This is an optimization exercise on Yosys and OpenROAD, whose aim is small area, a short achievable clock period and few clock cycles, not a production implementation.
RTL that was checked went through simulation tests only; none was proved equivalent to the original.
No activity file was given, so power comes from the tool's default toggle rates.

JK:
==> flow/design.v (excerpt) <==
module bat_ms (
    input  wire        clk,
    input  wire        rst,
    input  wire        start,
    input  wire [1:0]  cfg_nsrc_m1,
    input  wire [15:0] cfg_bits_in_m1,           
    input  wire [15:0] cfg_in_align_repeat,      
    input  wire [15:0] cfg_in_align_bits_m1,     
    input  wire [3:0]  cfg_out_align_repeat,
    input  wire [3:0]  cfg_out_align_bits_m1,
    input  wire [15:0] cfg_repeat,
    input  wire [3:0]  in_valid,
    input  wire [3:0]  in_eod,
    input  wire [31:0] in_data,
    output wire [3:0]  in_ready,
    output wire        out_valid,
    output wire [7:0]  out_data,
    input  wire        out_ready,
    output wire        busy,
    output reg         ended_eod
);
    localparam [1:0] S_IDLE = 2'd0,
                     S_RUN  = 2'd1,
                     S_SKIP = 2'd2,
                     S_END  = 2'd3;
    reg [1:0]  state;
    reg [1:0]  nsrc_m1;
    reg [3:0]  bm1   [0:3];       
  ...
For scale: roughly 1500 cells after synthesis, about 130 I/O pins, roughly 16000 µm² of cells after synthesis.
==> flow/config.mk <==
export PLATFORM = sky130hd
export DESIGN_NAME = bat_ms
export DESIGN_NICKNAME = bat_ms
export VERILOG_FILES = /design/flow/design.v
export SDC_FILE = /design/flow/constraint.sdc
export NUM_CORES = 4
export LEC_CHECK = 0
export CAP_MARGIN = 20
export CORE_MARGIN = 2
export CORE_UTILIZATION = 40
export PLACE_DENSITY = 0.6
export SLEW_MARGIN = 20
==> flow/constraint.sdc <==
create_clock -name core_clock -period 10.0 [get_ports {clk}]
set_input_delay 2.0000 -clock core_clock [delete_from_list [all_inputs] [get_ports {clk}]]
set_output_delay 2.0000 -clock core_clock [all_outputs]
set_load 0.01 [all_outputs]
standard.sh (not shown) runs the stock make flow with config.mk's settings and CLKGATE_MAP_FILE= SYNTH_SCRIPT=/design/flow/synth_recipe.tcl, a recipe that flattens the netlist after the stock synthesis.
==> flow/flow/run.sh <==
#!/bin/bash
set -euo pipefail
MARGIN=6
sed "s|^make -C |make SETUP_SLACK_MARGIN=${MARGIN} 'BUFFER_PORTS_ARGS=-buffer_cell sky130_fd_sc_hd__buf_2' -C |" standard.sh > standard_margin.sh
bash standard_margin.sh > standard_margin.log 2>&1
Testbench counts of JK, summed over its fixed seeds: cycles 48,584.
For MS, these inputs were changed with respect to JK:
# JK
export LEC_CHECK = 0
export CAP_MARGIN = 20
export CORE_MARGIN = 2
export CORE_UTILIZATION = 40
export PLACE_DENSITY = 0.6
export SLEW_MARGIN = 20
create_clock -name core_clock -period 10.0 [get_ports {clk}]
# MS
export LEC_CHECK = 0
export CAP_MARGIN = 20
export CORE_MARGIN = 2
export CORE_UTILIZATION = 50
export CTS_CLUSTER_DIAMETER = 80
export CTS_CLUSTER_SIZE = 30
export PLACE_DENSITY = 0.7
export SLEW_MARGIN = 20
create_clock -name core_clock -period 10.0 [get_ports {clk}]
==> flow/flow/run.sh <==
#!/bin/bash
set -euo pipefail
MARGIN=5.5
sed "s|^make -C |make SETUP_SLACK_MARGIN=${MARGIN} 'BUFFER_PORTS_ARGS=-buffer_cell sky130_fd_sc_hd__buf_1' -C |" standard.sh > standard_margin.sh
bash standard_margin.sh > standard_margin.log 2>&1
## What came out
Any difference in number of hold violations in the final report between MS and JK is small enough to ignore.
On clock buffer count, the higher figure sits with JK, not MS.
Compared with JK, in MS total negative setup slack essentially unchanged; design internal power shrank by about 14%.
Here is what was changed in the inputs of AL compared with MS.
# MS
export LEC_CHECK = 0
export CAP_MARGIN = 20
export CORE_MARGIN = 2
export CORE_UTILIZATION = 50
export CTS_CLUSTER_DIAMETER = 80
export CTS_CLUSTER_SIZE = 30
export PLACE_DENSITY = 0.7
export SLEW_MARGIN = 20
create_clock -name core_clock -period 10.0 [get_ports {clk}]
# AL
export LEC_CHECK = 0
export CAP_MARGIN = 20
export CORE_MARGIN = 2
export CORE_UTILIZATION = 40
export PLACE_DENSITY = 0.6
export SLEW_MARGIN = 20
create_clock -name core_clock -period 10.0 [get_ports {clk}]
==> flow/flow/run.sh <==
#!/bin/bash
set -euo pipefail
MARGIN=6
sed "s|^make -C |make SETUP_SLACK_MARGIN=${MARGIN} -C |" standard.sh > standard_margin.sh
bash standard_margin.sh > standard_margin.log 2>&1
[summary]
The final layout from AL, which completed every stage, passed the timing, design-rule and antenna checks at the end of the flow. Compared with MS, AL is the more power-hungry design. The final reports for AL and MS show achievable frequency higher in the former. Comparing MS against AL, there is no change at all in net count of the mapped netlist. Clock-buffer cell count (lower): MS. Relative to MS, final non-filler cell area has increased by 2800 µm² in AL.
The following lists how TR was set up differently from AL:
# AL
export LEC_CHECK = 0
export CAP_MARGIN = 20
export CORE_MARGIN = 2
export CORE_UTILIZATION = 40
export PLACE_DENSITY = 0.6
export SLEW_MARGIN = 20
create_clock -name core_clock -period 10.0 [get_ports {clk}]
# TR
export LEC_CHECK = 0
export CAP_MARGIN = 20
export CORE_MARGIN = 2
export CORE_UTILIZATION = 50
export CTS_CLUSTER_DIAMETER = 70
export CTS_CLUSTER_SIZE = 25
export PLACE_DENSITY = 0.7
export SLEW_MARGIN = 20
create_clock -name core_clock -period 10.0 [get_ports {clk}]
==> flow/flow/run.sh <==
#!/bin/bash
set -euo pipefail
MARGIN=5.5
sed "s|^make -C |make SETUP_SLACK_MARGIN=${MARGIN} 'BUFFER_PORTS_ARGS=-buffer_cell sky130_fd_sc_hd__buf_1' -C |" standard.sh > standard_margin.sh
bash standard_margin.sh > standard_margin.log 2>&1
Notes after the runs:
Fraction of power consumed by the clock network (TR over AL): decrease, 2.1 points
[diff] worst clock skew on the final layout, TR relative to AL: regression
Of AL and TR, AL shows the lower average vias per placed instance, with TR above it.
The layout overhead on the synthesized area reported for TR is smaller than that of AL by 17 points.
Changes observed in TR relative to AL: post-route worst setup slack shrank by 110 ps, power in the clock group has decreased.
Wire length, TR vs AL: down by more than 10%
## Diff of input files: PW against TR
# TR
export LEC_CHECK = 0
export CAP_MARGIN = 20
export CORE_MARGIN = 2
export CORE_UTILIZATION = 50
export CTS_CLUSTER_DIAMETER = 70
export CTS_CLUSTER_SIZE = 25
export PLACE_DENSITY = 0.7
export SLEW_MARGIN = 20
create_clock -name core_clock -period 10.0 [get_ports {clk}]
# PW
export LEC_CHECK = 0
export CAP_MARGIN = 20
export CORE_MARGIN = 2
export CORE_UTILIZATION = 50
export PLACE_DENSITY = 0.7
export SLEW_MARGIN = 20
create_clock -name core_clock -period 10.0 [get_ports {clk}]
==> comparison <==
Per the comparison of PW with TR, relative area of clock buffers and inverters in the final design increased 1.4 points, power saw an increase, highest attainable clock frequency increased by 2.7 MHz relative to the old numbers, non-clock buffer count higher.
Multi-input combinational area share delta for PW relative to TR: 0.90 points lower


build 30:
bat_ms, a different RTL version from the one above (not shown whole).
Size: about 260 flip-flops, about 130 I/O pins, ~0.017 mm^2 of cells after synthesis.
clock: 10.0 ns
lec_check: 0
cap_margin: 20
core_margin: 2
core_utilization: 40
place_density: 0.6
slew_margin: 20
==> flow/flow/run.sh <==
#!/bin/bash
set -euo pipefail
MARGIN=6
sed "s|^make -C |make SETUP_SLACK_MARGIN=${MARGIN} -C |" standard.sh > standard_margin.sh
bash standard_margin.sh > standard_margin.log 2>&1
Modified inputs, build 36 compared to build 30
==> flow/flow/run.sh <==
#!/bin/bash
set -euo pipefail
MARGIN=5.5
sed "s|^make -C |make SETUP_SLACK_MARGIN=${MARGIN} 'BUFFER_PORTS_ARGS=-buffer_cell sky130_fd_sc_hd__buf_1' -C |" standard.sh > standard_margin.sh
bash standard_margin.sh > standard_margin.log 2>&1
### Flow results
Re overall power after layout: build 36 is about 10% down on build 30.
Taking build 30 as the reference, in build 36 final period demand of the worst path increased 0.18 ns; largest net degree at the start of global routing increased 5.
For build 8, these inputs were changed with respect to build 36:
==> flow/flow/run.sh <==
#!/bin/bash
set -euo pipefail
MARGIN=6
sed "s|^make -C |make SETUP_SLACK_MARGIN=${MARGIN} 'BUFFER_PORTS_ARGS=-buffer_cell sky130_fd_sc_hd__buf_1' -C |" standard.sh > standard_margin.sh
bash standard_margin.sh > standard_margin.log 2>&1
Cell count (build 8 over build 36): increase, 1.8%. Density: build 8 denser than build 36. As far as post-synthesis sequential area ratio goes, build 8 and build 36 are indistinguishable; the numbers are identical. Area of all placed cells without fillers of build 8 exceeds that of build 36 by a few percent. Fraction of registers with async set/reset came out exactly the same in build 36 and build 8.
Function was not checked in any run of this note: the RTL went through the layout flow alone.


bat_ms with an RTL version that a note above also has.
Size: ~250 flip-flops, about 130 I/O pins.
==> flow/config.mk <==
export PLATFORM = sky130hd
export DESIGN_NAME = bat_ms
export DESIGN_NICKNAME = bat_ms
export VERILOG_FILES = /design/flow/design.v
export SDC_FILE = /design/flow/constraint.sdc
export NUM_CORES = 4
export LEC_CHECK = 0
export CAP_MARGIN = 20
export CORE_MARGIN = 2
export CORE_UTILIZATION = 55
export CTS_CLUSTER_DIAMETER = 70
export CTS_CLUSTER_SIZE = 30
export PLACE_DENSITY = 0.75
export SLEW_MARGIN = 20
==> flow/constraint.sdc <==
create_clock -name core_clock -period 10.0 [get_ports {clk}]
set_input_delay 2.0000 -clock core_clock [delete_from_list [all_inputs] [get_ports {clk}]]
set_output_delay 2.0000 -clock core_clock [all_outputs]
set_load 0.01 [all_outputs]
==> flow/flow/run.sh <==
#!/bin/bash
set -euo pipefail
MARGIN=5.5
sed "s|^make -C |make SETUP_SLACK_MARGIN=${MARGIN} 'BUFFER_PORTS_ARGS=-buffer_cell sky130_fd_sc_hd__buf_1' -C |" standard.sh > standard_margin.sh
bash standard_margin.sh > standard_margin.log 2>&1
The starting point went through all stages and came out clean.
Testbench counts at the start, summed over its fixed seeds: cycles 48,584.
Edit:
--- a/flow/config.mk
+++ b/flow/config.mk
@@ -10,4 +10,4 @@
-export CORE_UTILIZATION = 55
-export CTS_CLUSTER_DIAMETER = 70
-export CTS_CLUSTER_SIZE = 30
-export PLACE_DENSITY = 0.75
+export CORE_UTILIZATION = 40
+export CTS_CLUSTER_DIAMETER = 100
+export CTS_CLUSTER_SIZE = 40
+export PLACE_DENSITY = 0.6
- first-iteration DRC count falls by about a fifth
- total power went down by a few percent
- wire length grows by a few percent
- worst hold slack barely changes
- design area rose slightly
- sequential power barely changes
Edit:
--- a/flow/flow/run.sh
+++ b/flow/flow/run.sh
@@ -3 +3 @@
-MARGIN=5.5
+MARGIN=5
--- a/flow/config.mk
+++ b/flow/config.mk
@@ -11,2 +10,0 @@
-export CTS_CLUSTER_DIAMETER = 100
-export CTS_CLUSTER_SIZE = 40
After rerunning: Worst setup slack gets worse by 410 ps. Combinational power shrinks by about 6%. Sequential share of layout area shrinks by 0.27 points. Area after synthesis is unchanged. Via count shrinks by 0.62%. Global-route usage grows by 0.47 points.
Edit:
==> flow/flow/run.sh (replaced) <==
#!/bin/bash
set -euo pipefail
MARGIN=6.5
sed "s|^make -C |make SETUP_SLACK_MARGIN=${MARGIN} -C |" standard.sh > standard_margin.sh
bash standard_margin.sh > standard_margin.log 2>&1
Effect:
- The changed run passed the timing, design-rule and antenna checks
- total power is higher by about 20%
- setup slack is better by 430 ps
- wire length came out higher by 13%
- die area does not change
- first-iteration DRC count went up by 12%
- final area came out higher by about 20%
- via count goes up by 8.6%
- sequential power stays flat
- area after synthesis stays the same


job 7175:
bat_ms, a different RTL version from the one above (not shown whole).
Size in the first run: roughly 1600 cells after synthesis, about 240 flip-flops, ~130 I/O pins.
Settings: LEC_CHECK=0, ABC_CLOCK_PERIOD_IN_PS=5000, CAP_MARGIN=20, CORE_MARGIN=2, CORE_UTILIZATION=40, PLACE_DENSITY=0.6, SETUP_SLACK_MARGIN=5, SLEW_MARGIN=20; clock period 10.0 ns.
run.sh (not shown) runs the stock make flow with config.mk's settings and CLKGATE_MAP_FILE= SYNTH_SCRIPT=/design/flow/synth_recipe.tcl, a recipe that flattens the netlist after the stock synthesis.
Stock flow here: none of the scripts above is used.
> inputs changed (job 7175 -> job 9693)
Settings: ABC_CLOCK_PERIOD_IN_PS: 5000 -> 3000.
Comparing job 9693 with job 7175, the met1 layer usage reported by global route came out essentially unchanged.
Between job 9693 and job 7175, the difference in die area is negligible.
[compare] base=job 7175 new=job 9693: worst hold slack shows no meaningful change; portion of total power attributed to combinational logic shows no meaningful change.
No functional check of the RTL was part of any run of this note.


The RTL this note starts from:
==> flow/design.v <==
module bat_ms (
    input  wire        clk,
    input  wire        rst,
    input  wire        start,
    input  wire [1:0]  cfg_nsrc_m1,
    input  wire [15:0] cfg_bits_in_m1,           
    input  wire [15:0] cfg_in_align_repeat,      
    input  wire [15:0] cfg_in_align_bits_m1,     
    input  wire [3:0]  cfg_out_align_repeat,
    input  wire [3:0]  cfg_out_align_bits_m1,
    input  wire [15:0] cfg_repeat,
    input  wire [3:0]  in_valid,
    input  wire [3:0]  in_eod,
    input  wire [31:0] in_data,
    output wire [3:0]  in_ready,
    output wire        out_valid,
    output wire [7:0]  out_data,
    input  wire        out_ready,
    output wire        busy,
    output reg         ended_eod
);
    localparam [1:0] S_IDLE = 2'd0,
                     S_RUN  = 2'd1,
                     S_SKIP = 2'd2,
                     S_END  = 2'd3;
    reg [1:0]  state;
    reg [1:0]  nsrc_m1;
    reg [3:0]  bm1   [0:3];       
    reg [3:0]  in_n  [0:3];       
    reg [3:0]  in_pu [0:3];       
    reg [3:0]  out_m;             
    reg [3:0]  out_pu;            
    reg [15:0] rep_left;
    reg        rep_en;
    reg        rep_last;          
    reg [1:0]  src;
    reg        lst;               
    reg [3:0]  in_cd [0:3];
    reg        sd    [0:3];       
    reg [3:0]  out_cd;
    reg        od;                
    reg [3:0]  skip_left;
    reg [6:0]  acc   [0:3];
    reg [4:0]  ad    [0:3];
    reg        part;
    reg [7:0]  hold;
    reg        s_v;
    reg        s_free;
    reg [15:0] s_bits;
    reg [4:0]  s_lim;
    reg        s_pad;
    reg [23:0] em;
    reg [5:0]  em_n;
    reg [2:0]  pp;                
    reg [3:0]  pk;                
    reg [1:0]  poi;               
    reg [5:0]  pr;                
    integer i;
    wire        flushing = (state == S_END) && !s_v;
    assign out_valid = (em_n[5:3] != 3'd0) || (flushing && em_n[2:0] != 3'd0);
    assign out_data  = em[23:16];
    wire        fire     = out_valid && out_ready;
    wire        s_take   = s_v && (em_n <= {1'b0, s_lim});
    wire [23:0] s_ins    = {s_bits, 8'd0} >> em_n[4:0];
    wire [5:0]  s_add    = 6'd24 - {1'b0, s_lim} + (s_pad ? {2'b0, out_pu} : 6'd0);
    wire [5:0]  em_a     = em_n + (s_take ? s_add : 6'd0);
    wire [5:0]  em_f     = em_a - 6'd8;
    wire [5:0]  em_n_nx  = !fire ? em_a : (em_n[5:3] != 3'd0) ? em_f : 6'd0;
    wire        done_now = flushing && (em_n == 6'd0 || (em_n <= 6'd8 && out_ready));
    wire [3:0]  c_bm1   = bm1[src];
    wire [3:0]  c_n     = in_n[src];
    wire [3:0]  c_cd    = in_cd[src];
    wire [3:0]  c_pad   = in_pu[src];
    wire [6:0]  c_a7    = acc[src];
    wire [4:0]  c_ad    = ad[src];
    wire [2:0]  c_a3    = c_ad[2:0] + c_bm1[2:0] + 3'd1;
    wire        c_sd    = sd[src];
    wire        c_valid = in_valid[src];
    wire        c_eod   = in_eod[src];
    wire [7:0]  c_data  = in_data[8*src +: 8];
    wire        opaddue  = lst && od;
    wire        pad_ok   = (!c_sd || (pp > {1'b0, src})) && (!opaddue || (pp == 3'd5));
    wire        need     = part || c_ad[4];
    wire        run_go   = (state == S_RUN) && s_free && pad_ok;
    wire        run_rdy  = run_go && need;
    wire        skip_rdy = (state == S_SKIP) && s_free;
    assign in_ready = (run_rdy || skip_rdy) ? (4'b0001 << src) : 4'b0000;
    wire        take     = (run_rdy || skip_rdy) && c_valid;
    wire        take_eod = take && c_eod;
    wire        take_dat = take && !c_eod;
    wire [14:0] c_acc    = {c_a7, part ? hold : {1'b0, c_a7}};
    wire [3:0]  c_an     = {part, c_a3};
    wire [22:0] x_bits   = {c_acc, c_data};
    wire [37:0] x_sh     = {x_bits, 15'd0} >> c_an;
    wire [15:0] s_mask   = ~(16'h7fff >> c_bm1);
    wire [15:0] smp      = x_sh[22:7] & s_mask;
    wire [2:0]  left     = c_ad[2:0];
    wire        one_ok   = c_ad[3];
    wire        issue    = run_go && (!need || (take_dat && (part || one_ok)));
    wire        partial  = run_go && need && !part && !one_ok && take_dat;
    wire        skip_in  = c_sd && (c_pad > {1'b0, left});
    wire [2:0]  a_new    = left - (c_sd ? c_pad[2:0] : 3'd0);
    wire [2:0]  a_skip   = 3'd0 - skip_left[2:0];
    wire [4:0]  nbm1     = ~{1'b0, c_bm1};
    wire        skip_done = skip_rdy && take_dat && (skip_left <= 4'd8);
    wire        step_done = (issue && !skip_in) || skip_done;
    wire        win_end   = step_done && lst;
    wire        rep_end   = win_end && rep_last;
    wire        pp_src   = (pp[2] == 1'b0);
    wire [1:0]  ppi      = pp[1:0];
    wire [3:0]  pu_xm1   = bm1[pp_src ? ppi : poi];
    wire [3:0]  pu_y     = pp_src ? in_n[ppi] : out_m;
    wire [3:0]  pu_um1   = pp_src ? in_pu[ppi] : out_pu;
    wire        pu_need  = pp_src ? ((ppi <= nsrc_m1) && (pu_y != 4'd0)) : (pu_y != 4'd0);
    wire [5:0]  pr_next  = pr + (pr[5] ? {2'b00, pu_um1} : {2'b11, ~pu_xm1}) + {5'd0, pr[5]};
    assign busy = (state != S_IDLE);
    always @(posedge clk) begin
        if (rst) begin
            state     <= S_IDLE;
            ended_eod <= 1'b0;
            s_v       <= 1'b0;
            s_free    <= 1'b1;
            em_n      <= 6'd0;
            em        <= 24'd0;
        end else begin
            if (s_take)
                em <= fire ? ((em | s_ins) << 8) : (em | s_ins);
            else if (fire)
                em <= em << 8;
            em_n <= em_n_nx;
            if (s_free) begin
                s_v    <= issue || (skip_done && opaddue);
                s_bits <= (state == S_RUN) ? smp : 16'd0;
                s_lim  <= (state == S_RUN) ? 5'd23 - {1'b0, c_bm1} : 5'd24;
                s_pad  <= opaddue && ((state != S_RUN) || !skip_in);
                s_free <= !(issue || (skip_done && opaddue)) ||
                          (em_n_nx <= ((state == S_RUN) ? 6'd23 - {2'b0, c_bm1} : 6'd24));
            end else begin
                s_free <= (em_n_nx <= {1'b0, s_lim});
            end
            if (state != S_IDLE && pp != 3'd5) begin
                if (!pu_need) begin
                    pp  <= pp + 3'd1;
                end else if (pr[5] || pk != pu_y) begin
                    pr <= pr_next;
                    if (!pr[5]) begin
                        if (pp_src || poi == nsrc_m1) begin
                            pk  <= pk + 4'd1;
                            poi <= 2'd0;
                        end else begin
                            poi <= poi + 2'd1;
                        end
                    end
                end else begin
                    if (pp_src)
                        in_pu[ppi] <= pr[3:0];
                    else
                        out_pu <= pr[3:0];
                    pp <= pp + 3'd1;
                    pk <= 4'd0;
                    pr <= 6'd0;
                end
            end
            if (take)
                hold <= c_data;
            case (state)
            S_IDLE: begin
                if (start) begin
                    nsrc_m1 <= cfg_nsrc_m1;
                    for (i = 0; i < 4; i = i + 1) begin
                        bm1[i]   <= cfg_bits_in_m1[4*i +: 4];
                        in_n[i]  <= cfg_in_align_repeat[4*i +: 4];
                        in_cd[i] <= cfg_in_align_repeat[4*i +: 4];
                        sd[i]    <= (cfg_in_align_repeat[4*i +: 4] == 4'd1);
                        in_pu[i] <= cfg_in_align_bits_m1[4*i +: 4];
                        ad[i]    <= ~{1'b0, cfg_bits_in_m1[4*i +: 4]};
                    end
                    out_m    <= cfg_out_align_repeat;
                    out_cd   <= cfg_out_align_repeat;
                    od       <= (cfg_out_align_repeat == 4'd1);
                    out_pu   <= cfg_out_align_bits_m1;
                    rep_left <= cfg_repeat;
                    rep_en   <= (cfg_repeat != 16'd0);
                    rep_last <= (cfg_repeat == 16'd1);
                    src      <= 2'd0;
                    lst      <= (cfg_nsrc_m1 == 2'd0);
                    pp       <= 3'd0;
                    pk       <= 4'd0;
                    poi      <= 2'd0;
                    pr       <= 6'd0;
                    part     <= 1'b0;
                    em       <= 24'd0;
                    state    <= S_RUN;
                end
            end
            S_RUN: begin
                if (take_eod) begin
                    ended_eod <= 1'b1;
                    state     <= S_END;
                end else if (issue) begin
                    part <= 1'b0;
                    if (take)
                        acc[src] <= c_data[6:0];
                    if (skip_in) begin
                        ad[src]    <= nbm1;
                        skip_left  <= c_pad - {1'b0, left};
                        state      <= S_SKIP;
                    end else begin
                        ad[src]    <= {2'b0, a_new} + nbm1;
                    end
                    if (c_n != 4'd0) begin
                        in_cd[src] <= c_sd ? c_n : c_cd - 4'd1;
                        sd[src]    <= c_sd ? (c_n == 4'd1) : (c_cd == 4'd2);
                    end
                end else if (partial) begin
                    part <= 1'b1;
                end
            end
            S_SKIP: begin
                if (take_eod) begin
                    ended_eod <= 1'b1;
                    state     <= S_END;
                end else if (take_dat) begin
                    acc[src] <= c_data[6:0];
                    if (skip_done) begin
                        ad[src]    <= {2'b0, a_skip} + nbm1;
                        state      <= S_RUN;
                    end else begin
                        skip_left <= skip_left - 4'd8;
                    end
                end
            end
            S_END: begin
                if (done_now)
                    state <= S_IDLE;
            end
            endcase
            if (step_done) begin
                if (lst) begin
                    src <= 2'd0;
                    lst <= (nsrc_m1 == 2'd0);
                    if (out_m != 4'd0) begin
                        out_cd <= od ? out_m : out_cd - 4'd1;
                        od     <= od ? (out_m == 4'd1) : (out_cd == 4'd2);
                    end
                    if (rep_en) begin
                        rep_left <= rep_left - 16'd1;
                        rep_last <= (rep_left == 16'd2);
                    end
                end else begin
                    src <= src + 2'd1;
                    lst <= (src + 2'd1 == nsrc_m1);
                end
            end
            if (rep_end) begin
                ended_eod <= 1'b0;
                state     <= S_END;
            end
        end
    end
endmodule
==> flow/config.mk <==
export PLATFORM = sky130hd
export DESIGN_NAME = bat_ms
export DESIGN_NICKNAME = bat_ms
export VERILOG_FILES = /design/flow/design.v
export SDC_FILE = /design/flow/constraint.sdc
export NUM_CORES = 4
export LEC_CHECK = 0
export CAP_MARGIN = 20
export CORE_MARGIN = 2
export CORE_UTILIZATION = 40
export PLACE_DENSITY = 0.6
export SLEW_MARGIN = 20
==> flow/constraint.sdc <==
create_clock -name core_clock -period 10.0 [get_ports {clk}]
set_input_delay 2.0000 -clock core_clock [delete_from_list [all_inputs] [get_ports {clk}]]
set_output_delay 2.0000 -clock core_clock [all_outputs]
set_load 0.01 [all_outputs]
standard.sh (not shown) runs the stock make flow with config.mk's settings and CLKGATE_MAP_FILE= SYNTH_SCRIPT=/design/flow/synth_recipe.tcl, a recipe that flattens the netlist after the stock synthesis.
==> flow/flow/run.sh <==
#!/bin/bash
set -euo pipefail
MARGIN=6
sed "s|^make -C |make SETUP_SLACK_MARGIN=${MARGIN} -C |" standard.sh > standard_margin.sh
bash standard_margin.sh > standard_margin.log 2>&1
The baseline ran to the end with no violations.
Rerun with:
==> flow/run.sh (new file) <==
#!/bin/bash
# synth_recipe.tcl (not shown) runs the flow's synth.tcl, then flattens the netlist and writes it again
# the make line also repeats each setting of config.mk as NAME=value (left out here)
make -C /OpenROAD-flow-scripts/flow DESIGN_CONFIG=/design/flow/config.mk WORK_HOME=/design/flow/orfs CLKGATE_MAP_FILE= SYNTH_SCRIPT=/design/flow/synth_recipe.tcl finish
--- a/flow/config.mk
+++ b/flow/config.mk
@@ -11,0 +12 @@
+export SETUP_SLACK_MARGIN = 5
removed: flow/flow/run.sh
removed: flow/standard.sh
=> Non-clock buffer count falls by 52. Routed wire length falls by 5.3%. Synthesized cell count stays the same. Synthesized area stays the same.
Function was not checked in any run of this note: the RTL went through the layout flow alone.

## separate check: timing with driven ports
How much do the figures lean on ideal ports? The routed layouts below were timed once more, with nothing changed but the port constraints.
Step 1 (the two cells are an assumption about what drives the block):
set clk [get_ports {clk}]
set_driving_cell -lib_cell sky130_fd_sc_hd__clkbuf_16 $clk
set_driving_cell -lib_cell sky130_fd_sc_hd__buf_2 [delete_from_list [all_inputs] $clk]
Step 2, shift: input delay + t, output delay - t, t = (earliest + latest rising clock arrival at the registers) / 2. This alone moves slack from input paths to output paths.
a / b / c = ideal ports / drivers / drivers and shift; a / b = the first two.
run	shift t [ns]	setup WS [ns]	hold slack, ns	pins driven straight from the clock port
JK	0.613	5.631 / 5.580 / 5.329	0.454 / 0.454 / 0.454	1
MS	0.548	5.553 / 5.503 / 5.063	0.462 / 0.462 / 0.462	1
AL	0.615	5.620 / 5.565 / 5.312	0.454 / 0.454 / 0.454	1
TR	0.577	5.513 / 5.461 / 5.053	0.461 / 0.461 / 0.461	1
PW	0.605	5.567 / 5.517 / 5.032	0.456 / 0.456 / 0.456	1
build 30	0.639	5.757 / 5.784 / 5.144	0.473 / 0.473 / 0.473	1
build 36	0.636	5.578 / 5.599 / 4.963	0.470 / 0.470 / 0.470	1
build 8	0.624	5.775 / 5.775 / 5.430	0.474 / 0.474 / 0.474	1
the first run of note 3	0.573	5.585 / 5.532 / 5.096	0.460 / 0.460 / 0.460	1
the second run of note 3	0.558	5.596 / 5.541 / 5.156	0.461 / 0.461 / 0.461	1
the third run of note 3	0.617	5.185 / 5.133 / 4.891	0.455 / 0.455 / 0.455	1
the fourth run of note 3	0.624	5.618 / 5.560 / 5.306	0.454 / 0.454 / 0.454	1
job 7175	0.623	5.013 / 4.957 / 4.596	0.471 / 0.471 / 0.471	1
job 9693	0.623	5.013 / 4.957 / 4.596	0.471 / 0.471 / 0.471	1
the first run of note 5	0.626	5.594 / 5.538 / 5.260	0.471 / 0.471 / 0.471	1
the second run of note 5	0.621	5.087 / 5.032 / 4.641	0.470 / 0.470 / 0.470	1
After both steps every run listed still meets setup and hold. For build 36, which loses most, drivers alone change the setup slack by +0.021 ns; drivers and shift together by -0.615 ns.
